Context: an optimization exercise on an open-source flow, tuned for small area, a short achievable clock period and few clock cycles per item. The choices shown serve that exercise and are no tape-out recipe.
In this exercise RTL edits were held to simulation tests only and were not proved equivalent to the original.

### flow/run.sh
#!/bin/bash
# synth_recipe.tcl (not shown) runs the flow's synth.tcl, then flattens the netlist and writes it again
# the make line also repeats each setting of config.mk as NAME=value (left out here)
make -C /OpenROAD-flow-scripts/flow DESIGN_CONFIG=/design/flow/config.mk WORK_HOME=/design/flow/orfs CLKGATE_MAP_FILE= SYNTH_SCRIPT=/design/flow/synth_recipe.tcl finish
### flow/config.mk
export PLATFORM = sky130hd
export DESIGN_NAME = ntt_butterfly_core
export DESIGN_NICKNAME = ntt_butterfly_core
export VERILOG_FILES = /design/flow/design.v
export SDC_FILE = /design/flow/constraint.sdc
export NUM_CORES = 4
export LEC_CHECK = 0
export ABC_AREA = 1
export CAP_MARGIN = 20
export CORE_MARGIN = 2
export CORE_UTILIZATION = 45
export SETUP_SLACK_MARGIN = 5
export SLEW_MARGIN = 20
export SYNTH_HIERARCHICAL = 1
### flow/constraint.sdc
create_clock -name core_clock -period 11.0 [get_ports {clk}]
set_input_delay 2.2000 -clock core_clock [delete_from_list [all_inputs] [get_ports {clk}]]
set_output_delay 2.2000 -clock core_clock [all_outputs]
set_load 0.01 [all_outputs]
### flow/design.v
module nb_pre (
    input  wire [73:0] s_acc,
    input  wire [73:0] c_acc,
    input  wire          first,
    input  wire   [62:0] w,
    input  wire [8:0] dig,
    output wire [73:0] pre_s,
    output wire [73:0] pre_c
);
    wire bd_one0 = dig[0] ^ 1'b0;
    wire bd_two0 = (dig[1] & ~dig[0] & ~1'b0) | (~dig[1] & dig[0] & 1'b0);
    wire bd_neg0 = dig[1];
    wire bd_one1 = dig[2] ^ dig[1];
    wire bd_two1 = (dig[3] & ~dig[2] & ~dig[1]) | (~dig[3] & dig[2] & dig[1]);
    wire bd_neg1 = dig[3];
    wire bd_one2 = dig[4] ^ dig[3];
    wire bd_two2 = (dig[5] & ~dig[4] & ~dig[3]) | (~dig[5] & dig[4] & dig[3]);
    wire bd_neg2 = dig[5];
    wire bd_one3 = dig[6] ^ dig[5];
    wire bd_two3 = (dig[7] & ~dig[6] & ~dig[5]) | (~dig[7] & dig[6] & dig[5]);
    wire bd_neg3 = dig[7];
    wire bd_one4 = dig[8] ^ dig[7];
    wire bd_two4 = (1'b0 & ~dig[8] & ~dig[7]) | (~1'b0 & dig[8] & dig[7]);
    wire bd_neg4 = 1'b0;
    wire [73:0] wd0_m = ({74{bd_one0}} & {11'd0, w}) | ({74{bd_two0}} & ({11'd0, w} << 1));
    wire [73:0] wd0 = (wd0_m ^ {74{bd_neg0}}) << 0;
    wire [73:0] wd1_m = ({74{bd_one1}} & {11'd0, w}) | ({74{bd_two1}} & ({11'd0, w} << 1));
    wire [73:0] wd1 = (wd1_m ^ {74{bd_neg1}}) << 2;
    wire [73:0] wd2_m = ({74{bd_one2}} & {11'd0, w}) | ({74{bd_two2}} & ({11'd0, w} << 1));
    wire [73:0] wd2 = (wd2_m ^ {74{bd_neg2}}) << 4;
    wire [73:0] wd3_m = ({74{bd_one3}} & {11'd0, w}) | ({74{bd_two3}} & ({11'd0, w} << 1));
    wire [73:0] wd3 = (wd3_m ^ {74{bd_neg3}}) << 6;
    wire [73:0] wd4_m = ({74{bd_one4}} & {11'd0, w}) | ({74{bd_two4}} & ({11'd0, w} << 1));
    wire [73:0] wd4 = (wd4_m ^ {74{bd_neg4}}) << 8;
    wire [8:0] wd_cor = {1'b0, 1'b0, bd_neg3, 1'b0, bd_neg2, 1'b0, bd_neg1, 1'b0, bd_neg0};
    wire [73:0] row_s = {(first ? 65'd0 : s_acc[64:0]), wd_cor};
    wire [73:0] row_c = {(first ? 65'd0 : c_acc[64:0]), 9'd0};
    wire [73:0] pre_l0_s0 = row_s ^ row_c ^ wd0;
    wire [73:0] pre_l0_c0_m = (row_s & row_c) | (row_s & wd0) | (row_c & wd0);
    wire [73:0] pre_l0_c0 = {pre_l0_c0_m[72:0], 1'b0};
    wire [73:0] pre_l0_s1 = wd1 ^ wd2 ^ wd3;
    wire [73:0] pre_l0_c1_m = (wd1 & wd2) | (wd1 & wd3) | (wd2 & wd3);
    wire [73:0] pre_l0_c1 = {pre_l0_c1_m[72:0], 1'b0};
    wire [73:0] pre_l1_s0 = pre_l0_s0 ^ pre_l0_c0 ^ pre_l0_s1;
    wire [73:0] pre_l1_c0_m = (pre_l0_s0 & pre_l0_c0) | (pre_l0_s0 & pre_l0_s1) | (pre_l0_c0 & pre_l0_s1);
    wire [73:0] pre_l1_c0 = {pre_l1_c0_m[72:0], 1'b0};
    wire [73:0] pre_l2_s0 = pre_l1_s0 ^ pre_l1_c0 ^ pre_l0_c1;
    wire [73:0] pre_l2_c0_m = (pre_l1_s0 & pre_l1_c0) | (pre_l1_s0 & pre_l0_c1) | (pre_l1_c0 & pre_l0_c1);
    wire [73:0] pre_l2_c0 = {pre_l2_c0_m[72:0], 1'b0};
    wire [73:0] pre_l3_s0 = pre_l2_s0 ^ pre_l2_c0 ^ wd4;
    wire [73:0] pre_l3_c0_m = (pre_l2_s0 & pre_l2_c0) | (pre_l2_s0 & wd4) | (pre_l2_c0 & wd4);
    wire [73:0] pre_l3_c0 = {pre_l3_c0_m[72:0], 1'b0};
    assign pre_s = pre_l3_s0;
    assign pre_c = pre_l3_c0;
endmodule
module nb_est (
    input  wire [15:0] s_top,
    input  wire [15:0] c_top,
    input  wire [12:0] r,
    output wire [28:0] est_s,
    output wire [28:0] est_c
);
    wire [15:0] at_raw = s_top + c_top;
    wire [15:0] at = (at_raw[15:14] == 2'b11) ? 16'd0 : at_raw;
    wire [28:0] er0 = r[0] ? ({13'd0, at} << 0) : 29'd0;
    wire [28:0] er1 = r[1] ? ({13'd0, at} << 1) : 29'd0;
    wire [28:0] er2 = r[2] ? ({13'd0, at} << 2) : 29'd0;
    wire [28:0] er3 = r[3] ? ({13'd0, at} << 3) : 29'd0;
    wire [28:0] er4 = r[4] ? ({13'd0, at} << 4) : 29'd0;
    wire [28:0] er5 = r[5] ? ({13'd0, at} << 5) : 29'd0;
    wire [28:0] er6 = r[6] ? ({13'd0, at} << 6) : 29'd0;
    wire [28:0] er7 = r[7] ? ({13'd0, at} << 7) : 29'd0;
    wire [28:0] er8 = r[8] ? ({13'd0, at} << 8) : 29'd0;
    wire [28:0] er9 = r[9] ? ({13'd0, at} << 9) : 29'd0;
    wire [28:0] er10 = r[10] ? ({13'd0, at} << 10) : 29'd0;
    wire [28:0] er11 = r[11] ? ({13'd0, at} << 11) : 29'd0;
    wire [28:0] er12 = r[12] ? ({13'd0, at} << 12) : 29'd0;
    wire [28:0] est_l0_s0 = er0 ^ er1 ^ er2;
    wire [28:0] est_l0_c0_m = (er0 & er1) | (er0 & er2) | (er1 & er2);
    wire [28:0] est_l0_c0 = {est_l0_c0_m[27:0], 1'b0};
    wire [28:0] est_l0_s1 = er3 ^ er4 ^ er5;
    wire [28:0] est_l0_c1_m = (er3 & er4) | (er3 & er5) | (er4 & er5);
    wire [28:0] est_l0_c1 = {est_l0_c1_m[27:0], 1'b0};
    wire [28:0] est_l0_s2 = er6 ^ er7 ^ er8;
    wire [28:0] est_l0_c2_m = (er6 & er7) | (er6 & er8) | (er7 & er8);
    wire [28:0] est_l0_c2 = {est_l0_c2_m[27:0], 1'b0};
    wire [28:0] est_l0_s3 = er9 ^ er10 ^ er11;
    wire [28:0] est_l0_c3_m = (er9 & er10) | (er9 & er11) | (er10 & er11);
    wire [28:0] est_l0_c3 = {est_l0_c3_m[27:0], 1'b0};
    wire [28:0] est_l1_s0 = est_l0_s0 ^ est_l0_c0 ^ est_l0_s1;
    wire [28:0] est_l1_c0_m = (est_l0_s0 & est_l0_c0) | (est_l0_s0 & est_l0_s1) | (est_l0_c0 & est_l0_s1);
    wire [28:0] est_l1_c0 = {est_l1_c0_m[27:0], 1'b0};
    wire [28:0] est_l1_s1 = est_l0_c1 ^ est_l0_s2 ^ est_l0_c2;
    wire [28:0] est_l1_c1_m = (est_l0_c1 & est_l0_s2) | (est_l0_c1 & est_l0_c2) | (est_l0_s2 & est_l0_c2);
    wire [28:0] est_l1_c1 = {est_l1_c1_m[27:0], 1'b0};
    wire [28:0] est_l1_s2 = est_l0_s3 ^ est_l0_c3 ^ er12;
    wire [28:0] est_l1_c2_m = (est_l0_s3 & est_l0_c3) | (est_l0_s3 & er12) | (est_l0_c3 & er12);
    wire [28:0] est_l1_c2 = {est_l1_c2_m[27:0], 1'b0};
    wire [28:0] est_l2_s0 = est_l1_s0 ^ est_l1_c0 ^ est_l1_s1;
    wire [28:0] est_l2_c0_m = (est_l1_s0 & est_l1_c0) | (est_l1_s0 & est_l1_s1) | (est_l1_c0 & est_l1_s1);
    wire [28:0] est_l2_c0 = {est_l2_c0_m[27:0], 1'b0};
    wire [28:0] est_l2_s1 = est_l1_c1 ^ est_l1_s2 ^ est_l1_c2;
    wire [28:0] est_l2_c1_m = (est_l1_c1 & est_l1_s2) | (est_l1_c1 & est_l1_c2) | (est_l1_s2 & est_l1_c2);
    wire [28:0] est_l2_c1 = {est_l2_c1_m[27:0], 1'b0};
    wire [28:0] est_l3_s0 = est_l2_s0 ^ est_l2_c0 ^ est_l2_s1;
    wire [28:0] est_l3_c0_m = (est_l2_s0 & est_l2_c0) | (est_l2_s0 & est_l2_s1) | (est_l2_c0 & est_l2_s1);
    wire [28:0] est_l3_c0 = {est_l3_c0_m[27:0], 1'b0};
    wire [28:0] est_l4_s0 = est_l3_s0 ^ est_l3_c0 ^ est_l2_c1;
    wire [28:0] est_l4_c0_m = (est_l3_s0 & est_l3_c0) | (est_l3_s0 & est_l2_c1) | (est_l3_c0 & est_l2_c1);
    wire [28:0] est_l4_c0 = {est_l4_c0_m[27:0], 1'b0};
    assign est_s = est_l4_s0;
    assign est_c = est_l4_c0;
endmodule
module nb_mrg (
    input  wire [28:0] ps,
    input  wire [28:0] pc,
    input  wire [73:0] p0,
    input  wire [73:0] p1,
    input  wire   [62:0] qn,
    input  wire   [63:0] nq,
    output wire [73:0] mrg_s,
    output wire [73:0] mrg_c
);
    wire [28:0] prod = ps + pc;
    wire [10:0] qe = prod[27:17];
    wire bq_one0 = qe[0] ^ 1'b0;
    wire bq_two0 = (qe[1] & ~qe[0] & ~1'b0) | (~qe[1] & qe[0] & 1'b0);
    wire bq_neg0 = qe[1];
    wire bq_one1 = qe[2] ^ qe[1];
    wire bq_two1 = (qe[3] & ~qe[2] & ~qe[1]) | (~qe[3] & qe[2] & qe[1]);
    wire bq_neg1 = qe[3];
    wire bq_one2 = qe[4] ^ qe[3];
    wire bq_two2 = (qe[5] & ~qe[4] & ~qe[3]) | (~qe[5] & qe[4] & qe[3]);
    wire bq_neg2 = qe[5];
    wire bq_one3 = qe[6] ^ qe[5];
    wire bq_two3 = (qe[7] & ~qe[6] & ~qe[5]) | (~qe[7] & qe[6] & qe[5]);
    wire bq_neg3 = qe[7];
    wire bq_one4 = qe[8] ^ qe[7];
    wire bq_two4 = (qe[9] & ~qe[8] & ~qe[7]) | (~qe[9] & qe[8] & qe[7]);
    wire bq_neg4 = qe[9];
    wire bq_one5 = qe[10] ^ qe[9];
    wire bq_two5 = (1'b0 & ~qe[10] & ~qe[9]) | (~1'b0 & qe[10] & qe[9]);
    wire bq_neg5 = 1'b0;
    wire [73:0] qr0_p = ({74{bq_one0}} & {{10{1'b1}}, nq}) | ({74{bq_two0}} & ({{10{1'b1}}, nq} << 1));
    wire [73:0] qr0_n = ({74{bq_one0}} & {11'd0, qn}) | ({74{bq_two0}} & ({11'd0, qn} << 1));
    wire [73:0] qr0 = (bq_neg0 ? qr0_n : qr0_p) << 9;
    wire [73:0] qr1_p = ({74{bq_one1}} & {{10{1'b1}}, nq}) | ({74{bq_two1}} & ({{10{1'b1}}, nq} << 1));
    wire [73:0] qr1_n = ({74{bq_one1}} & {11'd0, qn}) | ({74{bq_two1}} & ({11'd0, qn} << 1));
    wire [73:0] qr1 = (bq_neg1 ? qr1_n : qr1_p) << 11;
    wire [73:0] qr2_p = ({74{bq_one2}} & {{10{1'b1}}, nq}) | ({74{bq_two2}} & ({{10{1'b1}}, nq} << 1));
    wire [73:0] qr2_n = ({74{bq_one2}} & {11'd0, qn}) | ({74{bq_two2}} & ({11'd0, qn} << 1));
    wire [73:0] qr2 = (bq_neg2 ? qr2_n : qr2_p) << 13;
    wire [73:0] qr3_p = ({74{bq_one3}} & {{10{1'b1}}, nq}) | ({74{bq_two3}} & ({{10{1'b1}}, nq} << 1));
    wire [73:0] qr3_n = ({74{bq_one3}} & {11'd0, qn}) | ({74{bq_two3}} & ({11'd0, qn} << 1));
    wire [73:0] qr3 = (bq_neg3 ? qr3_n : qr3_p) << 15;
    wire [73:0] qr4_p = ({74{bq_one4}} & {{10{1'b1}}, nq}) | ({74{bq_two4}} & ({{10{1'b1}}, nq} << 1));
    wire [73:0] qr4_n = ({74{bq_one4}} & {11'd0, qn}) | ({74{bq_two4}} & ({11'd0, qn} << 1));
    wire [73:0] qr4 = (bq_neg4 ? qr4_n : qr4_p) << 17;
    wire [73:0] qr5_p = ({74{bq_one5}} & {{10{1'b1}}, nq}) | ({74{bq_two5}} & ({{10{1'b1}}, nq} << 1));
    wire [73:0] qr5_n = ({74{bq_one5}} & {11'd0, qn}) | ({74{bq_two5}} & ({11'd0, qn} << 1));
    wire [73:0] qr5 = (bq_neg5 ? qr5_n : qr5_p) << 19;
    wire [73:0] mrg_l0_s0 = p0 ^ p1 ^ qr0;
    wire [73:0] mrg_l0_c0_m = (p0 & p1) | (p0 & qr0) | (p1 & qr0);
    wire [73:0] mrg_l0_c0 = {mrg_l0_c0_m[72:0], 1'b0};
    wire [73:0] mrg_l0_s1 = qr1 ^ qr2 ^ qr3;
    wire [73:0] mrg_l0_c1_m = (qr1 & qr2) | (qr1 & qr3) | (qr2 & qr3);
    wire [73:0] mrg_l0_c1 = {mrg_l0_c1_m[72:0], 1'b0};
    wire [73:0] mrg_l1_s0 = mrg_l0_s0 ^ mrg_l0_c0 ^ mrg_l0_s1;
    wire [73:0] mrg_l1_c0_m = (mrg_l0_s0 & mrg_l0_c0) | (mrg_l0_s0 & mrg_l0_s1) | (mrg_l0_c0 & mrg_l0_s1);
    wire [73:0] mrg_l1_c0 = {mrg_l1_c0_m[72:0], 1'b0};
    wire [73:0] mrg_l1_s1 = mrg_l0_c1 ^ qr4 ^ qr5;
    wire [73:0] mrg_l1_c1_m = (mrg_l0_c1 & qr4) | (mrg_l0_c1 & qr5) | (qr4 & qr5);
    wire [73:0] mrg_l1_c1 = {mrg_l1_c1_m[72:0], 1'b0};
    wire [73:0] mrg_l2_s0 = mrg_l1_s0 ^ mrg_l1_c0 ^ mrg_l1_s1;
    wire [73:0] mrg_l2_c0_m = (mrg_l1_s0 & mrg_l1_c0) | (mrg_l1_s0 & mrg_l1_s1) | (mrg_l1_c0 & mrg_l1_s1);
    wire [73:0] mrg_l2_c0 = {mrg_l2_c0_m[72:0], 1'b0};
    wire [73:0] mrg_l3_s0 = mrg_l2_s0 ^ mrg_l2_c0 ^ mrg_l1_c1;
    wire [73:0] mrg_l3_c0_m = (mrg_l2_s0 & mrg_l2_c0) | (mrg_l2_s0 & mrg_l1_c1) | (mrg_l2_c0 & mrg_l1_c1);
    wire [73:0] mrg_l3_c0 = {mrg_l3_c0_m[72:0], 1'b0};
    assign mrg_s = mrg_l3_s0;
    assign mrg_c = mrg_l3_c0;
endmodule
module nb_fu (
    input  wire [63:0] a,
    input  wire [63:0] b,
    input  wire [63:0] c,
    input  wire        cin,
    input  wire        selb,
    output wire [62:0] res
);
    wire [63:0] r1 = a + b + {63'd0, cin};
    wire [63:0] ks = a ^ b ^ c;
    wire [63:0] km = (a & b) | (a & c) | (b & c);
    wire [63:0] r2 = ks + {km[62:0], 1'b1};
    wire take2 = selb ? r1[63] : !r2[63];
    assign res = take2 ? r2[62:0] : r1[62:0];
endmodule
module nb_div (
    input  wire [16:0] rem,
    input  wire [16:0] dv,
    output wire [16:0] rem_o,
    output wire [1:0] bits
);
    wire [17:0] dv_d1 = {rem, 1'b0};
    wire [17:0] dv_s1 = dv_d1 - {1'b0, dv};
    wire        dv_b1 = !dv_s1[17];
    wire [16:0] dv_r1 = dv_b1 ? dv_s1[16:0] : dv_d1[16:0];
    wire [17:0] dv_d2 = {dv_r1, 1'b0};
    wire [17:0] dv_s2 = dv_d2 - {1'b0, dv};
    wire        dv_b2 = !dv_s2[17];
    wire [16:0] dv_r2 = dv_b2 ? dv_s2[16:0] : dv_d2[16:0];
    assign rem_o = dv_r2;
    assign bits = {dv_b1, dv_b2};
endmodule
module nb_shl (
    input  wire [62:0] x,
    input  wire  [5:0] sh,
    output wire [62:0] y
);
    assign y = x << sh;
endmodule
module ntt_butterfly_core (
    input  wire        clk,
    input  wire        rst,
    input  wire        in_valid,
    output wire        in_ready,
    input  wire [63:0] in_u,
    input  wire [63:0] in_v,
    input  wire [63:0] in_w,
    input  wire [63:0] in_q,
    output reg         out_valid,
    output wire [63:0] out_a,
    output wire [63:0] out_b
);
    reg  [62:0] q_cur;           
    reg         qv;              
    reg         qm_r;            
    reg   [5:0] s_r;             
    reg  [62:0] qn_r;            
    reg  [63:0] nq_r;            
    reg [13:0] r_r;             
    reg [2:0] d_r;             
    reg [2:0] vsh_r;           
    reg         pc_busy;         
    reg         pc_p1;           
    reg         pc_p2;           
    reg   [3:0] pc_cnt;          
    reg  [16:0] dv_rem;          
    reg  [62:0] w_a;
    reg [62:0] v_a;
    reg  [62:0] u_a;
    reg [2:0] cnt_a;           
    reg         val_a, first_a;
    reg [73:0] s_acc, c_acc;   
    reg  [62:0] w_b;
    reg [62:0] v_b;
    reg  [62:0] u_b;
    reg [2:0] cnt_b;
    reg         val_b;
    reg [73:0] p0_r, p1_r;     
    reg [28:0] ps_r, pc_r;     
    reg         xv;              
    reg  [62:0] t_r, u2_r;         
    reg         t2v, t3v;
    reg   [1:0] gap;             
    reg         tv;
    reg  [62:0] oa_r;
    wire fin_b   = val_b && (cnt_b == 3'd0);
    wire ret_b   = val_b && (cnt_b != 3'd0);
    assign in_ready = !ret_b && qm_r && qv && !pc_busy && (gap == 2'd0) && !tv;
    wire accept  = in_valid && in_ready;
    wire pc_start = in_valid && !(qm_r && qv) && !pc_busy && !val_a && !val_b && !xv && !tv && !t2v && !t3v;
    wire [73:0] pre_s, pre_c, mrg_s, mrg_c;
    wire [28:0] est_s, est_c;
    nb_pre u_pre (.s_acc(s_acc), .c_acc(c_acc), .first(first_a), .w(w_a),
                  .dig(v_a[62:54]), .pre_s(pre_s), .pre_c(pre_c));
    nb_est u_est (.s_top(s_acc[73:58]), .c_top(c_acc[73:58]),
                  .r(first_a ? 13'd0 : r_r[13:1]), .est_s(est_s), .est_c(est_c));
    nb_mrg u_mrg (.ps(ps_r), .pc(pc_r), .p0(p0_r), .p1(p1_r), .qn(qn_r), .nq(nq_r),
                  .mrg_s(mrg_s), .mrg_c(mrg_c));
    wire [63:0] lz_x = {q_cur, 1'b1};
    wire lz_v0_0 = lz_x[1] | lz_x[0];
    wire [0:0] lz_c0_0 = ~lz_x[1];
    wire lz_v0_1 = lz_x[3] | lz_x[2];
    wire [0:0] lz_c0_1 = ~lz_x[3];
    wire lz_v0_2 = lz_x[5] | lz_x[4];
    wire [0:0] lz_c0_2 = ~lz_x[5];
    wire lz_v0_3 = lz_x[7] | lz_x[6];
    wire [0:0] lz_c0_3 = ~lz_x[7];
    wire lz_v0_4 = lz_x[9] | lz_x[8];
    wire [0:0] lz_c0_4 = ~lz_x[9];
    wire lz_v0_5 = lz_x[11] | lz_x[10];
    wire [0:0] lz_c0_5 = ~lz_x[11];
    wire lz_v0_6 = lz_x[13] | lz_x[12];
    wire [0:0] lz_c0_6 = ~lz_x[13];
    wire lz_v0_7 = lz_x[15] | lz_x[14];
    wire [0:0] lz_c0_7 = ~lz_x[15];
    wire lz_v0_8 = lz_x[17] | lz_x[16];
    wire [0:0] lz_c0_8 = ~lz_x[17];
    wire lz_v0_9 = lz_x[19] | lz_x[18];
    wire [0:0] lz_c0_9 = ~lz_x[19];
    wire lz_v0_10 = lz_x[21] | lz_x[20];
    wire [0:0] lz_c0_10 = ~lz_x[21];
    wire lz_v0_11 = lz_x[23] | lz_x[22];
    wire [0:0] lz_c0_11 = ~lz_x[23];
    wire lz_v0_12 = lz_x[25] | lz_x[24];
    wire [0:0] lz_c0_12 = ~lz_x[25];
    wire lz_v0_13 = lz_x[27] | lz_x[26];
    wire [0:0] lz_c0_13 = ~lz_x[27];
    wire lz_v0_14 = lz_x[29] | lz_x[28];
    wire [0:0] lz_c0_14 = ~lz_x[29];
    wire lz_v0_15 = lz_x[31] | lz_x[30];
    wire [0:0] lz_c0_15 = ~lz_x[31];
    wire lz_v0_16 = lz_x[33] | lz_x[32];
    wire [0:0] lz_c0_16 = ~lz_x[33];
    wire lz_v0_17 = lz_x[35] | lz_x[34];
    wire [0:0] lz_c0_17 = ~lz_x[35];
    wire lz_v0_18 = lz_x[37] | lz_x[36];
    wire [0:0] lz_c0_18 = ~lz_x[37];
    wire lz_v0_19 = lz_x[39] | lz_x[38];
    wire [0:0] lz_c0_19 = ~lz_x[39];
    wire lz_v0_20 = lz_x[41] | lz_x[40];
    wire [0:0] lz_c0_20 = ~lz_x[41];
    wire lz_v0_21 = lz_x[43] | lz_x[42];
    wire [0:0] lz_c0_21 = ~lz_x[43];
    wire lz_v0_22 = lz_x[45] | lz_x[44];
    wire [0:0] lz_c0_22 = ~lz_x[45];
    wire lz_v0_23 = lz_x[47] | lz_x[46];
    wire [0:0] lz_c0_23 = ~lz_x[47];
    wire lz_v0_24 = lz_x[49] | lz_x[48];
    wire [0:0] lz_c0_24 = ~lz_x[49];
    wire lz_v0_25 = lz_x[51] | lz_x[50];
    wire [0:0] lz_c0_25 = ~lz_x[51];
    wire lz_v0_26 = lz_x[53] | lz_x[52];
    wire [0:0] lz_c0_26 = ~lz_x[53];
    wire lz_v0_27 = lz_x[55] | lz_x[54];
    wire [0:0] lz_c0_27 = ~lz_x[55];
    wire lz_v0_28 = lz_x[57] | lz_x[56];
    wire [0:0] lz_c0_28 = ~lz_x[57];
    wire lz_v0_29 = lz_x[59] | lz_x[58];
    wire [0:0] lz_c0_29 = ~lz_x[59];
    wire lz_v0_30 = lz_x[61] | lz_x[60];
    wire [0:0] lz_c0_30 = ~lz_x[61];
    wire lz_v0_31 = lz_x[63] | lz_x[62];
    wire [0:0] lz_c0_31 = ~lz_x[63];
    wire lz_v1_0 = lz_v0_1 | lz_v0_0;
    wire [1:0] lz_c1_0 = lz_v0_1 ? {1'b0, lz_c0_1} : {1'b1, lz_c0_0};
    wire lz_v1_1 = lz_v0_3 | lz_v0_2;
    wire [1:0] lz_c1_1 = lz_v0_3 ? {1'b0, lz_c0_3} : {1'b1, lz_c0_2};
    wire lz_v1_2 = lz_v0_5 | lz_v0_4;
    wire [1:0] lz_c1_2 = lz_v0_5 ? {1'b0, lz_c0_5} : {1'b1, lz_c0_4};
    wire lz_v1_3 = lz_v0_7 | lz_v0_6;
    wire [1:0] lz_c1_3 = lz_v0_7 ? {1'b0, lz_c0_7} : {1'b1, lz_c0_6};
    wire lz_v1_4 = lz_v0_9 | lz_v0_8;
    wire [1:0] lz_c1_4 = lz_v0_9 ? {1'b0, lz_c0_9} : {1'b1, lz_c0_8};
    wire lz_v1_5 = lz_v0_11 | lz_v0_10;
    wire [1:0] lz_c1_5 = lz_v0_11 ? {1'b0, lz_c0_11} : {1'b1, lz_c0_10};
    wire lz_v1_6 = lz_v0_13 | lz_v0_12;
    wire [1:0] lz_c1_6 = lz_v0_13 ? {1'b0, lz_c0_13} : {1'b1, lz_c0_12};
    wire lz_v1_7 = lz_v0_15 | lz_v0_14;
    wire [1:0] lz_c1_7 = lz_v0_15 ? {1'b0, lz_c0_15} : {1'b1, lz_c0_14};
    wire lz_v1_8 = lz_v0_17 | lz_v0_16;
    wire [1:0] lz_c1_8 = lz_v0_17 ? {1'b0, lz_c0_17} : {1'b1, lz_c0_16};
    wire lz_v1_9 = lz_v0_19 | lz_v0_18;
    wire [1:0] lz_c1_9 = lz_v0_19 ? {1'b0, lz_c0_19} : {1'b1, lz_c0_18};
    wire lz_v1_10 = lz_v0_21 | lz_v0_20;
    wire [1:0] lz_c1_10 = lz_v0_21 ? {1'b0, lz_c0_21} : {1'b1, lz_c0_20};
    wire lz_v1_11 = lz_v0_23 | lz_v0_22;
    wire [1:0] lz_c1_11 = lz_v0_23 ? {1'b0, lz_c0_23} : {1'b1, lz_c0_22};
    wire lz_v1_12 = lz_v0_25 | lz_v0_24;
    wire [1:0] lz_c1_12 = lz_v0_25 ? {1'b0, lz_c0_25} : {1'b1, lz_c0_24};
    wire lz_v1_13 = lz_v0_27 | lz_v0_26;
    wire [1:0] lz_c1_13 = lz_v0_27 ? {1'b0, lz_c0_27} : {1'b1, lz_c0_26};
    wire lz_v1_14 = lz_v0_29 | lz_v0_28;
    wire [1:0] lz_c1_14 = lz_v0_29 ? {1'b0, lz_c0_29} : {1'b1, lz_c0_28};
    wire lz_v1_15 = lz_v0_31 | lz_v0_30;
    wire [1:0] lz_c1_15 = lz_v0_31 ? {1'b0, lz_c0_31} : {1'b1, lz_c0_30};
    wire lz_v2_0 = lz_v1_1 | lz_v1_0;
    wire [2:0] lz_c2_0 = lz_v1_1 ? {1'b0, lz_c1_1} : {1'b1, lz_c1_0};
    wire lz_v2_1 = lz_v1_3 | lz_v1_2;
    wire [2:0] lz_c2_1 = lz_v1_3 ? {1'b0, lz_c1_3} : {1'b1, lz_c1_2};
    wire lz_v2_2 = lz_v1_5 | lz_v1_4;
    wire [2:0] lz_c2_2 = lz_v1_5 ? {1'b0, lz_c1_5} : {1'b1, lz_c1_4};
    wire lz_v2_3 = lz_v1_7 | lz_v1_6;
    wire [2:0] lz_c2_3 = lz_v1_7 ? {1'b0, lz_c1_7} : {1'b1, lz_c1_6};
    wire lz_v2_4 = lz_v1_9 | lz_v1_8;
    wire [2:0] lz_c2_4 = lz_v1_9 ? {1'b0, lz_c1_9} : {1'b1, lz_c1_8};
    wire lz_v2_5 = lz_v1_11 | lz_v1_10;
    wire [2:0] lz_c2_5 = lz_v1_11 ? {1'b0, lz_c1_11} : {1'b1, lz_c1_10};
    wire lz_v2_6 = lz_v1_13 | lz_v1_12;
    wire [2:0] lz_c2_6 = lz_v1_13 ? {1'b0, lz_c1_13} : {1'b1, lz_c1_12};
    wire lz_v2_7 = lz_v1_15 | lz_v1_14;
    wire [2:0] lz_c2_7 = lz_v1_15 ? {1'b0, lz_c1_15} : {1'b1, lz_c1_14};
    wire lz_v3_0 = lz_v2_1 | lz_v2_0;
    wire [3:0] lz_c3_0 = lz_v2_1 ? {1'b0, lz_c2_1} : {1'b1, lz_c2_0};
    wire lz_v3_1 = lz_v2_3 | lz_v2_2;
    wire [3:0] lz_c3_1 = lz_v2_3 ? {1'b0, lz_c2_3} : {1'b1, lz_c2_2};
    wire lz_v3_2 = lz_v2_5 | lz_v2_4;
    wire [3:0] lz_c3_2 = lz_v2_5 ? {1'b0, lz_c2_5} : {1'b1, lz_c2_4};
    wire lz_v3_3 = lz_v2_7 | lz_v2_6;
    wire [3:0] lz_c3_3 = lz_v2_7 ? {1'b0, lz_c2_7} : {1'b1, lz_c2_6};
    wire lz_v4_0 = lz_v3_1 | lz_v3_0;
    wire [4:0] lz_c4_0 = lz_v3_1 ? {1'b0, lz_c3_1} : {1'b1, lz_c3_0};
    wire lz_v4_1 = lz_v3_3 | lz_v3_2;
    wire [4:0] lz_c4_1 = lz_v3_3 ? {1'b0, lz_c3_3} : {1'b1, lz_c3_2};
    wire lz_v5_0 = lz_v4_1 | lz_v4_0;
    wire [5:0] lz_c5_0 = lz_v4_1 ? {1'b0, lz_c4_1} : {1'b1, lz_c4_0};
    wire [5:0] clz = lz_c5_0;
    wire [62:0] sh_out;
    reg  [62:0] t_rev, sh_rev;
    integer j;
    always @(*) begin
        for (j = 0; j < 63; j = j + 1) begin
            t_rev[j]  = t_r[62 - j];
            sh_rev[j] = sh_out[62 - j];
        end
    end
    nb_shl u_shl (.x(pc_p1 ? q_cur : (tv ? t_rev : in_w[62:0])), .sh(pc_p1 ? clz : s_r), .y(sh_out));
    wire  [6:0] nbits  = 7'd63 - {1'b0, clz};
    wire  [6:0] ndig   = (nbits + 7'd8) / 7'd9;
    wire  [6:0] dsel   = (ndig < 7'd4) ? 7'd4 : ndig;
    reg  [16:0] dv;              
    wire [16:0] dv_next;
    wire [1:0] dv_q;
    nb_div u_div (.rem(dv_rem), .dv(dv), .rem_o(dv_next), .bits(dv_q));
    wire [62:0] fu_res;
    nb_fu u_fu (.a(xv ? s_acc[72:9] : {1'b0, u2_r}),
                .b(xv ? c_acc[72:9] : ({1'b0, t_r} ^ {64{t3v}})),
                .c(xv ? ~{1'b0, qn_r} : ({1'b0, q_cur} ^ {64{!t3v}})),
                .cin(t3v), .selb(t3v), .res(fu_res));
    assign out_a = {1'b0, oa_r};
    assign out_b = {1'b0, t_r};
    always @(posedge clk) begin
        qm_r <= (in_q[62:0] == q_cur) && !accept;
        if (rst) begin
            qv <= 1'b0; pc_busy <= 1'b0; pc_p1 <= 1'b0; pc_p2 <= 1'b0; pc_cnt <= 0;
            val_a <= 1'b0; val_b <= 1'b0; first_a <= 1'b0;
            xv <= 1'b0; tv <= 1'b0; t2v <= 1'b0; t3v <= 1'b0; out_valid <= 1'b0; gap <= 2'd0;
        end else begin
            if (pc_start) begin
                q_cur   <= in_q[62:0];
                qv      <= 1'b0;
                pc_busy <= 1'b1;
                pc_p1   <= 1'b1;
            end
            if (pc_p2) begin
                pc_p2  <= 1'b0;
                nq_r   <= 64'd0 - {1'b0, qn_r};
            end
            if (pc_p1) begin
                pc_p1  <= 1'b0;
                pc_p2  <= 1'b1;
                s_r    <= clz;
                qn_r   <= sh_out;
                d_r    <= dsel[2:0];
                vsh_r  <= 7 - dsel[2:0];
                pc_cnt <= 7;
            end
            if (pc_p2) begin
                dv_rem <= 17'h08000;
                dv     <= {1'b0, qn_r[62:47]} + 17'd1;
            end
            if (pc_busy && !pc_p1 && !pc_p2 && pc_cnt != 0) begin
                dv_rem <= dv_next;
                r_r    <= {r_r[11:0], dv_q};
                pc_cnt <= pc_cnt - 1'b1;
                if (pc_cnt == 1) begin
                    pc_busy <= 1'b0;
                    qv <= 1'b1;
                end
            end
            val_b <= val_a;
            if (accept) begin
                val_a   <= 1'b1;
                first_a <= 1'b1;
            end else begin
                val_a   <= ret_b;
                first_a <= 1'b0;
            end
            xv <= fin_b;
            tv <= xv;
            t2v <= tv;
            t3v <= t2v;
            out_valid <= t3v;
            gap <= accept ? 2'd3 : (gap != 2'd0 ? gap - 2'd1 : 2'd0);
        end
        w_b   <= w_a;
        v_b   <= v_a << 9;
        u_b   <= u_a;
        cnt_b <= cnt_a;
        p0_r  <= pre_s;
        p1_r  <= pre_c;
        ps_r  <= est_s;
        pc_r  <= est_c;
        s_acc <= mrg_s;
        c_acc <= mrg_c;
        if (accept) begin
            w_a   <= sh_out;
            v_a   <= in_v[62:0] << (9 * vsh_r);
            u_a   <= in_u[62:0];
            cnt_a <= d_r;
        end else begin
            w_a   <= w_b;
            v_a   <= v_b;
            u_a   <= u_b;
            cnt_a <= cnt_b - 1'b1;
        end
        if (fin_b) u2_r <= u_b;
        if (xv) t_r <= fu_res;
        if (tv) t_r <= sh_rev;
        if (t2v) oa_r <= fu_res;
        if (t3v) t_r <= fu_res;
    end
endmodule
==> results of run 1 <==
-- state kept, by name (all words and copies together) (netlist names), 17 cells and up --
register  flops
u_a          63
w_b          63
v_a          63
t_r          63
u2_r         63
qn_r         63
v_b          54
p0_r         74
p1_r         74
w_a          63
q_cur        63
dv           17
u_b          63
pc_r         28
s_acc        74
c_acc        74
oa_r         63
ps_r         28
nq_r         64
dv_rem       17
-- worst max-delay path, stage by stage, from the launching register on --
cell	delay, ns
edfxtp_1	0.64
nor2_2	0.21
nand2_1	0.13
nor2_4	0.15
nand2_2	0.14
nor2_4	0.25
nand3_1	0.19
nand2_2	0.28
inv_1	0.16
o21ai_4	0.13
buf_4	0.59
inv_4	0.46
nand3_1	0.29
nand2_1	0.11
nand2_1	0.12
nand3_1	0.14
nor3_1	0.84
inv_1	0.67
o21ai_0	0.30
-- per-stage QoR --
stage,utilization (%),instance area (sq um),std cells
final,50.3,114000,16900
after CTS,50.1,114000,16900
after floorplan,-,102000,13800
after detailed placement,47.6,108000,16600
after global placement,47.6,108000,16600
after global routing,50.3,114000,16900
-- worst max path at each step --
| stage | endpoint | depth (start not counted) |
|---|---|---|
| final | t_r[57] | 18 |
| after global routing | s_acc[24] | 20 |
| after CTS | s_acc[51] | 22 |
| after detailed placement | s_acc[64] | 23 |
| after global placement | s_acc[64] | 23 |
| after floorplan | d_r[0] | 2 |
-- metal layers --
layer,global-route usage (%),vias up
met3,14.1,1399
met4,27.7,32
li1,-,44400
met1,54.7,48400
met2,60.0,6812
met5,0,-
-- area by class of cell --
cell class | instances | share of cell area, %
inverters | 1971 | 6.54
clock buffers | 181 | 3.52
multi-input cells | 9925 | 56.4
clock inverters | 83 | 1.06
diodes | 47 | 0.103
repair buffers | 522 | 4.48
well taps | 3009 | 3.30
flip-flops and latches | 1185 | 24.7
-- layout by cell type (no fill, tap or decap), types with 89 or more instances in the layout --
cell type	n
dfxtp_1	723
a22oi_1	211
nand2_1	4114
buf_4	110
edfxtp_1	439
inv_1	1917
o221ai_1	89
a21oi_1	429
o21ai_1	89
nor2_1	704
xor2_1	227
fa_1	903
clkdlybuf4s50_1	381
clkbuf_16	151
ha_1	319
a221oi_1	94
o21ai_0	651
nand3_1	1043
o22ai_1	295
-- what timing repair did --
item | 4_1_cts | 5_1_grt
cloned | 5 | 7
hold endpoints to repair | 0 | 0
setup endpoints to repair | 273 | 260
resized for setup | 72 | 112
hold buffers | 0 | 0
setup buffers | 2 | 10
pin swaps | 5 | 10
==> metrics.log, run 1 <==
[metrics] status: no timing/DRC/antenna violations
[metrics] total number of placement rows: 175
[metrics] final weighted congestion of routability-driven global placement: 1.09
[metrics] Die Span Y: 481 um
[metrics] CP Data Required Time: 11.66 ns
[metrics] highest net fanout along the worst path: 64
[metrics] slew of the pin with the lowest slew margin: 1.41 ns
[metrics] launch instance of the worst register-to-register path: q_cur[41]
[metrics] terminus of the critical flop-to-flop path: t_r[57]
[metrics] FF-to-FF setup slack: 4.91 ns
[metrics] Wirelength per Cell: 29.8 um
[metrics] final number of setup-violating endpoints: 0
[metrics] DRC viols: 0
[metrics] pin count of the biggest net entering global routing: 109
[metrics] pre-CTS WS: 3.89 ns
[metrics] final slew viol count: 0
[metrics] hpwl dp: 402000 um
[metrics] Area growth syn-to-layout: 11.6%
[metrics] Clock Pin Slew Worst Setup and Hold Paths: 0.06 ns
[metrics] area of the die: 231000 sq um
[metrics] Syn Area/Cell: 7.43 sq um
[metrics] register area: 28200 sq um
[metrics] DR iter-0 viols: 14400
[metrics] final critical-path setup slack: 4.91 ns
[metrics] nature of the critical path endpoint: flop
[metrics] number of filler instances in the final layout: 22300
[metrics] CP startpoint: q_cur[41]
[metrics] final global-route overflow total: 0
[metrics] Final TNS setup: 0 ns
[metrics] antenna violations before repair: 57
[metrics] worst endpoint data arrival time: 6.75 ns
[metrics] quantity of I/O buffers inserted on ports: 382
[metrics] hold worst-path end: v_b[58]
[metrics] total global routing track utilization: 42.3%
[metrics] Synthesis Warnings: 7
[metrics] # IOs: 389
[metrics] hold crit path type: reg2reg
[metrics] total length of routed wires: 504000 um
[metrics] number of nets in the final layout: 15200
[metrics] Fmax achieved: 0.164 GHz
[metrics] Worst Hold Launch: v_a[49]
[metrics] detailed-route wire length on metal 1: 193000 um
[metrics] clock tree from TritonCTS: built
[metrics] total area of multi-input combinational cells: 64400 sq um
[metrics] detailed route wirelength on metal2: 204000 um
[metrics] Die Span X: 481 um
[metrics] MaxCap Viol Count: 0
[metrics] wire length of the first global-routing pass: 696000 um
[metrics] total number of H-tree levels: 4
[metrics] first drt pass iteration count: 11
[metrics] antenna violation net count after detailed routing: 0
[metrics] Synth Instances: 13800
[metrics] RSZ-0062 raised after global routing: yes
[metrics] WHS: 0.322 ns
[metrics] effective utilization at floorplan: 45.1%
[metrics] largest buffer count on any clock path: 3
[metrics] fin crit share: 55.4%
[metrics] clock buffers created by TritonCTS: 142
[metrics] depth of the most critical reg-to-reg path: 18
[metrics] core area: 227000 sq um
[metrics] Syn Std Cell Area: 102000 sq um
[metrics] via count: 101000
[metrics] worst slew margin relative to its limit: 5.32%
[metrics] fraction of final layout cells with drive strength greater than 1: 5.06%
[metrics] clock latency reported for the late side of the worst-skew pair: 0.87 ns
[metrics] per-cell via count in the routed design: 5.97
[metrics] Clock Sinks: 1185
[metrics] Min Clock Period, post-route: 6.09 ns
[metrics] master cell of the clock root buffer: clkbuf_16
[metrics] Setup Crit Path Kind: reg2reg
[metrics] routed length on met3: 66300 um
[metrics] number of global-route vias before repair: 94500
[metrics] top routing layer used: met5
[metrics] Hold Path Stages: 0
[metrics] final number of hold-violating endpoints: 0
[metrics] type of origin of the critical path: flop
[metrics] Fin Clk Skew: 0.0814 ns
Testbench counts, summed over its fixed seeds: cycles 19,928, items 2,560.
==> run 2, diff against run 1 <==
==> flow/flow/run.sh (new file) <==
#!/bin/bash
set -euo pipefail
sed 's/ "\${@:-finish}"/ SETUP_SLACK_MARGIN=6 "${@:-finish}"/' standard.sh > flow_std.sh
grep -q 'SETUP_SLACK_MARGIN=6 "' flow_std.sh
bash flow_std.sh > flow_std.log 2>&1
test -s out/final.def
==> flow/standard.sh (new file) <==
#!/bin/bash
# synth_recipe.tcl (not shown) runs the flow's synth.tcl, then flattens the netlist and writes it again
# the make line also repeats each setting of config.mk as NAME=value (left out here)
make -C /OpenROAD-flow-scripts/flow DESIGN_CONFIG=/design/flow/config.mk WORK_HOME=/design/flow/orfs CLKGATE_MAP_FILE= SYNTH_SCRIPT=/design/flow/synth_recipe.tcl "${@:-finish}"
removed: flow/run.sh
==> metrics.log, run 2 <==
[metrics] status: no timing/DRC/antenna violations
[metrics] Wirelength per Cell: 31.6 um (+6.1%)
[metrics] hold crit path type: reg2reg
[metrics] fraction of final layout cells with drive strength greater than 1: 11.1% (+6.0 points)
[metrics] total number of placement rows: 175 (unchanged)
[metrics] MaxCap Viol Count: 0 (unchanged)
[metrics] worst slew margin relative to its limit: 11.3% (+6.0 points)
[metrics] antenna violation net count after detailed routing: 0 (unchanged)
[metrics] Setup Crit Path Kind: reg2reg
[metrics] final number of hold-violating endpoints: 0 (unchanged)
[metrics] longest individual stage delay on the worst path: 0.59 ns (-0.25 ns)
[metrics] clock tree from TritonCTS: built
[metrics] RSZ-0062 raised after global routing: yes
[metrics] terminus of the critical flop-to-flop path: s_acc[37]
[metrics] per-cell via count in the routed design: 6.09 (+2.0%)
[metrics] slew of the pin with the lowest slew margin: 1.33 ns (-0.0750 ns)
[metrics] first drt pass iteration count: 13 (+2)
[metrics] Clock Sinks: 1185 (unchanged)
[metrics] Synth Instances: 13800 (unchanged)
[metrics] highest net fanout along the worst path: 18 (-72%)
[metrics] worst-path cell chain: ha_1 -> nand2_1 -> inv_1 -> a21oi_2 -> nand2_1 -> buf_4 -> nand2_1 -> nand2_2 -> nand2_2 -> nand3_4 -> nand2_8 -> buf_16 -> nand2_8 -> buf_16 -> buf_12 -> o21ai_0 -> fa_1 -> inv_1 -> fa_2 -> fa_1 -> inv_1 -> fa_1
[metrics] DRC viols: 0 (unchanged)
[metrics] launch instance of the worst register-to-register path: pc_r[3]
[metrics] area of the die: 231000 sq um (unchanged)
[metrics] pin count of the biggest net entering global routing: 115 (+5.5%)
[metrics] DR iter-0 viols: 16200 (+13%)
[metrics] Worst Hold Launch: v_a[28]
[metrics] master cell of the clock root buffer: clkbuf_16
[metrics] depth of the most critical reg-to-reg path: 22 (+4)
[metrics] Fin Clk Skew: 0.0708 ns (-0.0106 ns)
[metrics] Syn Area/Cell: 7.43 sq um (unchanged)
[metrics] type of origin of the critical path: flop
[metrics] most common cell after layout, fill and taps aside: nand2_1
[metrics] antenna violations before repair: 64 (+12%)
[metrics] final weighted congestion of routability-driven global placement: 1.09 (about the same)
[metrics] clock latency reported for the late side of the worst-skew pair: 0.87 ns (about the same)
[metrics] CP Data Required Time: 11.71 ns (+0.05 ns)
[metrics] post-placement cell area: 108000 sq um (about the same)
[metrics] Final Instance Area: 122000 sq um (+6.4%)
[metrics] most frequent cells in the layout: nand2_1 (3961), inv_1 (1882), nand3_1 (1023)
[metrics] Min Clock Period, post-route: 5.07 ns (-1.02 ns)
[metrics] Die Span X: 481 um (unchanged)
[metrics] Fmax achieved: 0.197 GHz (+20%)
[metrics] cell type of the slowest stage on the worst timing path: o21ai_0
[metrics] total number of H-tree levels: 4 (unchanged)
[metrics] total length of routed wires: 543000 um (+7.6%)
[metrics] largest buffer count on any clock path: 3 (unchanged)
[metrics] FF-to-FF setup slack: 5.93 ns (+1.02 ns)
[metrics] clock buffers created by TritonCTS: 142 (unchanged)
[metrics] Clock Pin Slew Worst Setup and Hold Paths: 0.06 ns (about the same)
[metrics] final slew viol count: 0 (unchanged)
[metrics] number of global-route vias before repair: 96700 (+2.3%)
[metrics] hold worst-path end: v_b[37]
[metrics] fin crit share: 46.1% (-9.3 points)
[metrics] wire length of the first global-routing pass: 729000 um (+4.7%)
[metrics] Syn Std Cell Area: 102000 sq um (unchanged)
[metrics] Die Span Y: 481 um (unchanged)
[metrics] core area: 227000 sq um (unchanged)
[metrics] final critical-path setup slack: 5.93 ns (+1.02 ns)
[metrics] Final TNS setup: 0 ns (unchanged)
[metrics] Synthesis Warnings: 7 (unchanged)
[metrics] total global routing track utilization: 44.6% (+2.3 points)
[metrics] final number of setup-violating endpoints: 0 (unchanged)
[metrics] pre-CTS WS: 3.83 ns (-0.0564 ns)
[metrics] nature of the critical path endpoint: flop
[metrics] final global-route overflow total: 0 (unchanged)
[metrics] number of nets in the final layout: 15500 (+1.8%)
[metrics] via count: 105000 (+3.5%)
[metrics] worst endpoint data arrival time: 5.78 ns (-0.97 ns)
[metrics] # IOs: 389 (unchanged)
[metrics] quantity of I/O buffers inserted on ports: 382 (unchanged)
[metrics] effective utilization at floorplan: 45.1% (unchanged)
[metrics] hpwl dp: 410000 um (+2.0%)
[metrics] Hold Path Stages: 0 (unchanged)
[metrics] Area growth syn-to-layout: 18.7%
==> run 2: cell count changes in the layout (fill, tap and decap cells not counted), sizes merged <==
cell      previous run  this run
buf                140       357
clkbuf             182       214
diode               47        33
bufbuf               0        10
clkinv              57        47
clkinvlp             7        16
nand2             4226      4232
bufinv              15        11
inv               1975      1977
nand3             1069      1071
a31oi               42        43
nor2               736       735
o21ai              760       761
==> run 2: how the worst max path moves through the flow <==
stage | endpoint | from | slack, ns | cells past startpoint
after CTS | ps_r[18] | c_acc[59] | 5.97 | 21
after detailed placement | s_acc[30] | ps_r[21] | 3.83 | 20
final | s_acc[37] | pc_r[3] | 5.93 | 22
after floorplan | dv[0] | rst | 6.02 | 2
after global placement | s_acc[30] | ps_r[21] | 3.93 | 20
after global routing | s_acc[42] | ps_r[12] | 5.78 | 26
==> run 2: area by class of cell <==
cell class / count / area, sq um
tap: 3009 / 3760
clock inverter: 73 / 1050
fill: 21400 / 105000
timing repair buffer: 774 / 8540
inverter: 1971 / 7590
antenna: 33 / 82.6
timing repair inverter: 7 / 66.3
sequential: 1185 / 28300
clock buffer: 188 / 4040
multi-input combinational: 9934 / 68100
==> run 2: timing repair <==
| item | in CTS | in global routing |
|---|---|---|
| resized for setup | 623 | 606 |
| gates cloned | 39 | 36 |
| pin swaps | 67 | 145 |
| hold buffers | 0 | 0 |
| setup endpoints to repair | 429 | 356 |
| setup buffers | 71 | 139 |
==> run 2: worst max-delay path, delay by kind of cell (launching register included) <==
family | cells | cell delay, ns
fa+ha+maj | 5 | 2.25
buf+inv | 7 | 0.84
simple gates | 8 | 0.80
compound gates | 2 | 0.72
flops | 1 | 0.31
==> run 2: metrics by stage <==
step	hold WS [ns]	std cells	utilization [%]
after floorplan	0.310	13800	-
after global placement	0.310	16600	47.6
after detailed placement	0.312	16600	47.6
after CTS	0.312	17000	51.5
after global routing	0.318	17100	53.5
final	0.302	17200	53.6
==> run 2: per-layer routing <==
metal | vias up | global-route usage, % | part of all wire, %
li1 | 45000 | - | -
met1 | 50200 | 57.6 | 37
met2 | 7659 | 62.5 | 40
met3 | 1672 | 14.7 | 14
met4 | 44 | 31.1 | 9.0
met5 | - | 0 | 0.081
==> run 3, diff against run 2 <==
--- a/flow/config.mk
+++ b/flow/config.mk
@@ -12,3 +12,4 @@
 export SETUP_SLACK_MARGIN = 5
 export SLEW_MARGIN = 20
 export SYNTH_HIERARCHICAL = 1
+export TNS_END_PERCENT = 5
==> metrics.log, run 3 <==
[metrics] per-cell via count in the routed design: 6.10 (+0.17%)
[metrics] most frequent cells in the layout: nand2_1 (4007), inv_1 (1907), nand3_1 (1023)
[metrics] total global routing track utilization: 44.5% (-0.074 points)
[metrics] number of filler instances in the final layout: 21800 (+1.8%)
[metrics] DR iter-0 viols: 15700 (-3.3%)
[metrics] final instance count without filler cells: 17100 (-0.36%)
[metrics] number of global-route vias before repair: 96900 (+0.23%)
[metrics] master cell of the clock root buffer: clkbuf_16
[metrics] Die Span X: 481 um (unchanged)
[metrics] Synth Instances: 13800 (unchanged)
[metrics] final slew viol count: 0 (unchanged)
[metrics] pin count of the biggest net entering global routing: 109 (-5.2%)
[metrics] worst endpoint data arrival time: 5.94 ns (+0.16 ns)
[metrics] Fmax achieved: 0.187 GHz (-5.0%)
[metrics] DRC viols: 0 (unchanged)
[metrics] Fin Clk Skew: 0.0783 ns (+0.00752 ns)
[metrics] clock latency reported for the late side of the worst-skew pair: 0.88 ns (about the same)
[metrics] final global-route overflow total: 0 (unchanged)
[metrics] RSZ-0062 raised after global routing: yes
[metrics] highest net fanout along the worst path: 7 (-11)
[metrics] final weighted congestion of routability-driven global placement: 1.09 (about the same)
[metrics] Synthesis Warnings: 7 (unchanged)
[metrics] cell type of the slowest stage on the worst timing path: nor2_1
[metrics] total number of placement rows: 175 (unchanged)
[metrics] # IOs: 389 (unchanged)
[metrics] Clock Sinks: 1185 (unchanged)
[metrics] library cell appearing most often on the critical path: nand2_1
[metrics] CP Data Required Time: 11.60 ns (-0.11 ns)
[metrics] Final Instance Area: 120000 sq um (-1.6%)
[metrics] Final TNS setup: 0 ns (unchanged)
[metrics] clock tree from TritonCTS: built
[metrics] total length of routed wires: 537000 um (-1.1%)
[metrics] effective utilization at floorplan: 45.1% (unchanged)
[metrics] type of origin of the critical path: flop
[metrics] final number of hold-violating endpoints: 0 (unchanged)
[metrics] Min Clock Period, post-route: 5.34 ns (+0.266 ns)
[metrics] final number of setup-violating endpoints: 0 (unchanged)
[metrics] WHS: 0.322 ns (+0.0204 ns)
[metrics] largest buffer count on any clock path: 3 (unchanged)
[metrics] clock buffers created by TritonCTS: 142 (unchanged)
[metrics] worst-path cell chain: inv_1 -> ha_1 -> nand2_1 -> nor2_2 -> nand2_1 -> nor3_2 -> nand2_1 -> nor2_1 -> inv_2 -> nor2_1 -> nand4_1 -> nor3_1 -> nand2_1 -> xor2_1
[metrics] first drt pass iteration count: 10 (-3)
[metrics] Setup Crit Path Kind: reg2reg
[metrics] CP startpoint: qn_r[1]
[metrics] worst path bufs/invs: 2 (-5)
[metrics] Worst Hold Launch: u_a[54]
[metrics] slew of the pin with the lowest slew margin: 1.30 ns (-0.0350 ns)
[metrics] launch instance of the worst register-to-register path: qn_r[1]
[metrics] worst slew margin relative to its limit: 13.7% (+2.3 points)
[metrics] post-placement cell area: 108000 sq um (about the same)
[metrics] final critical-path setup slack: 5.66 ns (-0.266 ns)
[metrics] Syn Area/Cell: 7.43 sq um (unchanged)
[metrics] Clock Pin Slew Worst Setup and Hold Paths: 0.06 ns (about the same)
[metrics] quantity of I/O buffers inserted on ports: 382 (unchanged)
[metrics] longest individual stage delay on the worst path: 0.88 ns (+0.29 ns)
[metrics] DP Cell Count: 16600 (-0.030%)
[metrics] family with the most delay on the worst path: simple AND/OR/NAND/NOR gates
[metrics] hold crit path type: reg2reg
[metrics] antenna violation net count after detailed routing: 0 (unchanged)
[metrics] status: no timing/DRC/antenna violations
[metrics] fraction of final layout cells with drive strength greater than 1: 9.21% (-1.9 points)
[metrics] Final Util: 52.7% (-0.85 points)
[metrics] core area: 227000 sq um (unchanged)
[metrics] pre-CTS WS: 3.89 ns (+0.0564 ns)
[metrics] nature of the critical path endpoint: flop
[metrics] Area growth syn-to-layout: 16.8%
[metrics] Syn Std Cell Area: 102000 sq um (unchanged)
[metrics] total number of H-tree levels: 4 (unchanged)
[metrics] MaxCap Viol Count: 0 (unchanged)
[metrics] number of nets in the final layout: 15400 (-0.55%)
[metrics] hpwl dp: 402000 um (-2.0%)
[metrics] via count: 104000 (-0.19%)
[metrics] fin crit share: 48.5% (+2.4 points)
[metrics] area of the die: 231000 sq um (unchanged)
[metrics] most common cell after layout, fill and taps aside: nand2_1
[metrics] wire length of the first global-routing pass: 727000 um (-0.25%)
[metrics] Die Span Y: 481 um (unchanged)
[metrics] Wirelength per Cell: 31.4 um (-0.74%)
[metrics] antenna violations before repair: 70 (+9.4%)
-- run 3: area by class of cell --
class / count / area (sq um) / share of cell area, %
timing repair buffer: 692 / 7760 / 6.49
multi-input combinational: 9932 / 66800 / 55.8
clock inverter: 83 / 1210 / 1.01
inverter: 1971 / 7610 / 6.36
tap: 3009 / 3760 / 3.15
timing repair inverter: 6 / 55.1 / 0.0460
clock buffer: 181 / 4020 / 3.36
antenna: 53 / 133 / 0.111
sequential: 1185 / 28200 / 23.6
-- run 3: metal layers --
layer	GRT usage, %	vias to the layer above	wire, um
met4	31.6	32	49100
met1	56.3	49900	198000
li1	-	44800	-
met3	16.5	1877	74800
met5	0.684	-	590
met2	62.2	7739	215000
-- run 3: worst register-to-register path, delay by kind of cell, from the launching register on --
kind / cells / cell delay, ns
fa+ha+maj: 1 / 0.22
xor+xnor: 1 / 0.47
buf+inv: 2 / 0.40
simple gates: 10 / 3.26
flops: 1 / 0.74
-- run 3: path summary, 6_finish.rpt --
kind,to,slack [ns],depth (start not counted)
max reg2reg,nq_r[58],5.66,14
min,u_b[54],0.32,0
max,nq_r[58],5.66,14
min reg2reg,u_b[54],0.32,0
-- run 3: repair_timing --
action	CTS	global route
cloned	46	27
endpoints found under the setup margin	427	490
hold buffers	0	0
buffers inserted	68	66
gates resized for setup	447	488
pin swaps	50	71
==> run 4, diff against run 3 <==
--- a/flow/config.mk
+++ b/flow/config.mk
@@ -12,4 +12,4 @@
 export SETUP_SLACK_MARGIN = 5
 export SLEW_MARGIN = 20
 export SYNTH_HIERARCHICAL = 1
-export TNS_END_PERCENT = 5
+export TNS_END_PERCENT = 30
==> metrics.log, run 4 <==
[metrics] wire length of the first global-routing pass: 730000 um (+0.31%)
[metrics] Synth Instances: 13800 (unchanged)
[metrics] antenna violations before repair: 83 (+19%)
[metrics] Min Clock Period, post-route: 5.38 ns (+0.0416 ns)
[metrics] Syn Std Cell Area: 102000 sq um (unchanged)
[metrics] final number of setup-violating endpoints: 0 (unchanged)
[metrics] Wirelength per Cell: 32.7 um (+4.1%)
[metrics] number of global-route vias before repair: 96700 (-0.26%)
[metrics] fraction of final layout cells with drive strength greater than 1: 11.6% (+2.4 points)
[metrics] clock latency reported for the late side of the worst-skew pair: 0.87 ns (about the same)
[metrics] Fmax achieved: 0.186 GHz (-0.77%)
[metrics] most frequent cells in the layout: nand2_1 (3943), inv_1 (1865), nand3_1 (1020)
[metrics] area of the die: 231000 sq um (unchanged)
[metrics] Clock Pin Slew Worst Setup and Hold Paths: 0.06 ns (about the same)
[metrics] fin crit share: 48.9% (+0.38 points)
[metrics] status: finished with violations
[metrics] Area growth syn-to-layout: 19.8%
[metrics] Die Span Y: 481 um (unchanged)
[metrics] core area: 227000 sq um (unchanged)
[metrics] hold crit path type: reg2reg
[metrics] CP Data Required Time: 11.58 ns (-0.02 ns)
[metrics] first drt pass iteration count: 13 (+3)
[metrics] clock tree from TritonCTS: built
[metrics] type of origin of the critical path: flop
[metrics] total global routing track utilization: 44.6% (+0.096 points)
[metrics] worst slew margin relative to its limit: -15.0% (-29 points)
[metrics] number of nets in the final layout: 15500 (+0.55%)
[metrics] Clock Sinks: 1185 (unchanged)
[metrics] Final TNS setup: 0 ns (unchanged)
[metrics] Syn Area/Cell: 7.43 sq um (unchanged)
[metrics] final slew viol count: 10 (+10)
[metrics] pre-CTS WS: 4.07 ns (+0.181 ns)
[metrics] final weighted congestion of routability-driven global placement: 1.08 (-0.62%)
[metrics] total number of H-tree levels: 4 (unchanged)
[metrics] final number of hold-violating endpoints: 0 (unchanged)
[metrics] total length of routed wires: 562000 um (+4.7%)
[metrics] checks that blocked a clean result: capacitance limit, slew limit
[metrics] effective utilization at floorplan: 45.1% (unchanged)
[metrics] per-cell via count in the routed design: 6.17 (+1.2%)
[metrics] final global-route overflow total: 0 (unchanged)
[metrics] clock buffers created by TritonCTS: 139 (-2.1%)
[metrics] final critical-path setup slack: 5.62 ns (-0.0416 ns)
[metrics] master cell of the clock root buffer: clkbuf_16
[metrics] largest buffer count on any clock path: 3 (unchanged)
[metrics] hpwl dp: 406000 um (+1.1%)
[metrics] Setup Crit Path Kind: reg2reg
[metrics] antenna violation net count after detailed routing: 0 (unchanged)
[metrics] via count: 106000 (+1.7%)
[metrics] slew of the pin with the lowest slew margin: 1.73 ns (+0.430 ns)
[metrics] DR iter-0 viols: 16200 (+3.5%)
[metrics] MaxCap Viol Count: 1 (+1)
[metrics] Synthesis Warnings: 7 (unchanged)
[metrics] # IOs: 389 (unchanged)
[metrics] worst endpoint data arrival time: 5.96 ns (+0.02 ns)
[metrics] nature of the critical path endpoint: flop
[metrics] quantity of I/O buffers inserted on ports: 382 (unchanged)
[metrics] Fin Clk Skew: 0.0614 ns (-0.0169 ns)
[metrics] total number of placement rows: 175 (unchanged)
[metrics] Die Span X: 481 um (unchanged)
[metrics] DRC viols: 0 (unchanged)
[metrics] most common cell after layout, fill and taps aside: nand2_1
[metrics] pin count of the biggest net entering global routing: 119 (+9.2%)
[metrics] highest net fanout along the worst path: 5 (-2)
[metrics] RSZ-0062 raised after global routing: yes
[run 4: changes by cell type in the layout (fill, tap and decap cells not counted), moves of 19 or more]
cell      previous run  this run
buf_4              198       232
a21oi_1            412       379
fa_1               871       845
buf_12              25        47
a221oi_4             1        28
nand2_1           4007      3943
nand2_2            136       173
inv_2               33        73
inv_1             1907      1865
fa_2                32        58
o21ai_0            567       548
a31oi_1             40        21
a221oi_1            71        32
a21oi_2             29        58
[run 4: critical path: stages, from the launching register on]
cell and delay, ns:
edfxtp_1 0.76, inv_1 0.23, ha_1 0.21, nand2_1 0.11, nor2_2 0.15, nand2_1 0.13
nor3_2 0.18, nand2_1 0.38, nor2_1 0.63, inv_2 0.14, nor2_1 0.27, nand4_1 0.48
nor3_1 0.64, nand2_1 0.54, xor2_1 0.27
[run 4: routing by layer]
metal  track usage (%)  wire (um)  vias to the layer above
met1              57.3     203000                    50700
met5                 0        406                        -
met4              31.1      53700                       34
li1                  -          -                    45000
met2              62.5     221000                     8261
met3              15.3      83600                     2150
[run 4: final timing paths]
path / start / endpoint / slack, ns / cells past startpoint
max: qn_r[1] / nq_r[58] / 5.62 / 14
max reg2reg: qn_r[1] / nq_r[58] / 5.62 / 14
min: v_a[3] / v_b[12] / 0.32 / 0
min reg2reg: v_a[3] / v_b[12] / 0.32 / 0
[run 4: area by class of cell]
cell class / count / area, sq um
Antenna cell: 64 / 160
Clock buffer: 183 / 3900
Clock inverter: 74 / 905
Fill cell: 21400 / 104000
Inverter: 1971 / 7590
Multi-Input combinational cell: 9929 / 68600
Sequential cell: 1185 / 28300
Tap cell: 3009 / 3760
Timing Repair Buffer: 784 / 9380
Timing Repair inverter: 5 / 61.3
[run 4: repair_timing]
item	in CTS	in global routing
buffers inserted	80	126
hold buffers	0	0
endpoints found under the setup margin	425	439
resized for setup	659	708
gates cloned	44	60
pin swaps	53	190
[run 4: stage by stage]
stage / area (sq um) / cells / util [%] / hold WS (ns)
3_3_place_gp: 108000 / 16600 / 47.6 / 0.310
3_5_place_dp: 108000 / 16600 / 47.6 / 0.312
2_1_floorplan: 102000 / 13800 / - / 0.310
6_report: 123000 / 17200 / 54.0 / 0.321
5_1_grt: 122000 / 17200 / 54.0 / 0.322
4_1_cts: 117000 / 17000 / 51.5 / 0.326

-- afterwards: timing with drivers on the ports --
In the flow no input, the clock included, has a driving cell. The finished layouts below were timed again as built, in two steps. Step 1, drivers: a clkbuf_16 drives clk and a buf_2 each remaining input, both assumed. Step 2, shift: input delay + t, output delay - t, t = (earliest + latest rising clock arrival at the registers) / 2. This alone moves slack from input paths to output paths. Slacks: ideal / step 1 / step 2; pairs: ideal / step 1.
run | shift t [ns] | slack for setup (ns) | clock arrival spread, ns | worst register clock-pin slew, ns | cell pins on the clock port's net
run 1 | 0.931 | 4.906 / 4.906 / 4.747 | 0.082 / 0.081 | 0.08 / 0.08 | 1
run 2 | 0.933 | 5.926 / 5.926 / 5.187 | 0.075 / 0.076 | 0.09 / 0.09 | 1
run 3 | 0.947 | 5.661 / 5.661 / 5.032 | 0.078 / 0.078 | 0.08 / 0.08 | 1
run 4 | 0.939 | 5.619 / 5.619 / 5.181 | 0.062 / 0.061 | 0.07 / 0.07 | 1
The setup slack of run 2, which loses most, moves by 0.000 ns with the drivers and by -0.739 ns with both steps.
